From an optimization exercise on the open Yosys and OpenROAD flow, aimed at small area, a short achievable clock period and few clock cycles per item; shortcuts taken in it are not production practice. Function was checked by simulation only, so behaviour that the tests miss may differ from the original. No activity file was given, so power comes from the tool's default toggle rates.

Design tcp_engine, start of the top module:
module tcp_engine #(
    parameter N = 8                        
) (
    input  wire        clk,
    input  wire        rst,
    input  wire        cmd_valid,
    output reg         cmd_ready,
    input  wire [1:0]  cmd_op,             
    input  wire [31:0] cmd_local_addr,
    input  wire [31:0] cmd_remote_addr,
    input  wire [15:0] cmd_local_port,
    input  wire [15:0] cmd_remote_port,
    input  wire [3:0]  cmd_flags,          
    input  wire [31:0] cmd_seq,
    input  wire [31:0] cmd_ackno,
    input  wire [31:0] cmd_iss,
    output reg         rsp_valid,
    input  wire        rsp_ready,
    output reg  [3:0]  rsp_status,
    output reg         rsp_created,
    output reg  [3:0]  rsp_state,
    output reg  [31:0] rsp_seq,
    output reg  [31:0] rsp_ackno,
    output reg         tx_valid,
    input  wire        tx_ready,
    output reg  [31:0] tx_data,
    output reg         tx_last
);
==> flow/config.mk <==
export PLATFORM = sky130hd
export DESIGN_NAME = tcp_engine
export DESIGN_NICKNAME = tcp_engine
export VERILOG_FILES = /design/flow/design.v
export SDC_FILE = /design/flow/constraint.sdc
export NUM_CORES = 4
export LEC_CHECK = 0
export CAP_MARGIN = 20
export CORE_MARGIN = 2
export CORE_UTILIZATION = 60
export CTS_CLUSTER_DIAMETER = 100
export CTS_CLUSTER_SIZE = 20
export PLACE_DENSITY = 0.75
export SLEW_MARGIN = 20
==> flow/constraint.sdc <==
create_clock -name core_clock -period 14.0 [get_ports {clk}]
set_input_delay 2.8000 -clock core_clock [delete_from_list [all_inputs] [get_ports {clk}]]
set_output_delay 2.8000 -clock core_clock [all_outputs]
set_load 0.01 [all_outputs]
standard.sh (not shown) runs the stock make flow with config.mk's settings and CLKGATE_MAP_FILE= SYNTH_SCRIPT=/design/flow/synth_recipe.tcl, a recipe that flattens the netlist after the stock synthesis.
==> flow/flow/run.sh <==
#!/bin/bash
# The standard ORFS layout (the standard.sh, unchanged synthesis), with
# repair_timing aiming well below the clock period so that the layout is
# optimised for speed, and plain buf_1 cells as the port buffers. Make's full
# output goes to make_finish.log (each tool's own log is under orfs/logs/).
set -uo pipefail
bash standard.sh SETUP_SLACK_MARGIN=9.6 \
  "BUFFER_PORTS_ARGS=-buffer_cell sky130_fd_sc_hd__buf_1" finish > make_finish.log 2>&1
Testbench counts at the start, summed over its fixed seeds: cycles 13,962, items 4,800.
Change:
--- a/flow/flow/run.sh
+++ b/flow/flow/run.sh
@@ -7 +7 @@
-bash standard.sh SETUP_SLACK_MARGIN=9.6 \
+bash standard.sh SETUP_SLACK_MARGIN=9.7 \
CORE_UTILIZATION = 45   (was 60)
PLACE_DENSITY = 0.6   (was 0.75)
After rerunning: Synthesized cell count is unchanged; combinational power climbs by about 7%; via count drops by 0.90%; routed wire length climbs by 7.3%; non-clock buffer count climbs by 90; utilization drops by 16 points; critical path depth drops by 1.

========
tcp_engine, a different RTL version from the one above (not shown whole).
Size: roughly 7,000 cells after synthesis, ~2,000 flip-flops, roughly 86,000 um^2 of cells after synthesis.
==> flow/design.v (excerpt) <==
module tcp_engine #(
    parameter N = 8                        
) (
    input  wire        clk,
    input  wire        rst,
    input  wire        cmd_valid,
    output reg         cmd_ready,
    input  wire [1:0]  cmd_op,             
    input  wire [31:0] cmd_local_addr,
    input  wire [31:0] cmd_remote_addr,
    input  wire [15:0] cmd_local_port,
    input  wire [15:0] cmd_remote_port,
    input  wire [3:0]  cmd_flags,          
    input  wire [31:0] cmd_seq,
    input  wire [31:0] cmd_ackno,
    input  wire [31:0] cmd_iss,
    output reg         rsp_valid,
    input  wire        rsp_ready,
    output reg  [3:0]  rsp_status,
    output reg         rsp_created,
    output reg  [3:0]  rsp_state,
    output reg  [31:0] rsp_seq,
    output reg  [31:0] rsp_ackno,
    output reg         tx_valid,
    input  wire        tx_ready,
    output reg  [31:0] tx_data,
    output reg         tx_last
);
clock: 14.0 ns
lec_check: 0
abc_area: 1
cap_margin: 20
core_margin: 2
core_utilization: 60
cts_cluster_diameter: 100
cts_cluster_size: 20
place_density: 0.75
slew_margin: 20
==> flow/flow/run.sh <==
#!/bin/bash
# The standard ORFS layout (the standard.sh, unchanged synthesis), with
# repair_timing aiming well below the clock period so that the layout is
# optimised for speed, and plain buf_1 cells as the port buffers. Make's full
# output goes to make_finish.log (each tool's own log is under orfs/logs/).
set -uo pipefail
bash standard.sh SETUP_SLACK_MARGIN=10.1 \
  "BUFFER_PORTS_ARGS=-buffer_cell sky130_fd_sc_hd__buf_1" finish > make_finish.log 2>&1
The starting point finished clean.
Testbench counts at the start, summed over its fixed seeds: cycles 13,962, items 4,800.
==> next run, changes <==
--- a/flow/flow/run.sh
+++ b/flow/flow/run.sh
@@ -5,4 +5,4 @@
 # output goes to make_finish.log (each tool's own log is under orfs/logs/).
 set -uo pipefail
-bash standard.sh SETUP_SLACK_MARGIN=10.1 \
+bash standard.sh SETUP_SLACK_MARGIN=9.9 \
   "BUFFER_PORTS_ARGS=-buffer_cell sky130_fd_sc_hd__buf_1" finish > make_finish.log 2>&1
ABC_AREA = default   (was 1)
What happened:
- area after synthesis rises by 0.49%
- via count came out lower by 9.9%
- total power came out lower by 19%
- clock skew is about the same
- core utilization goes down by 2.4 points

## separate check: timing with driven ports
No port has a modelled driver above. Below, the same layouts with a new extraction and two added sets of constraints.
Step 1 assumes that a clkbuf_16 drives the clock port and a buf_2 every other input.
Step 2, shift: input delay + t, output delay - t, t = (earliest + latest rising clock arrival at the registers) / 2. This alone moves slack from input paths to output paths.
Three values: ideal, step 1, step 2; two values: the first two.
run | t, ns | slack for setup (ns) | hold slack, ns | latest minus earliest clock arrival (ns) | slew at the worst register clock pin (ns)
the first run of note 1 | 0.846 | 9.460 / 9.460 / 8.889 | 0.418 / 0.418 / 0.418 | 0.049 / 0.050 | 0.10 / 0.10
the second run of note 1 | 0.895 | 9.354 / 9.354 / 8.905 | 0.412 / 0.412 / 0.412 | 0.054 / 0.053 | 0.10 / 0.10
the first run of note 2 | 0.854 | 9.639 / 9.618 / 8.840 | 0.398 / 0.398 / 0.398 | 0.059 / 0.058 | 0.10 / 0.10
the second run of note 2 | 0.861 | 9.575 / 9.487 / 9.005 | 0.430 / 0.430 / 0.430 | 0.045 / 0.045 | 0.10 / 0.10
After both steps every run listed still meets setup and hold. The setup slack of the first run of note 2, which loses most, moves by -0.021 ns with the drivers and by -0.799 ns with both steps.
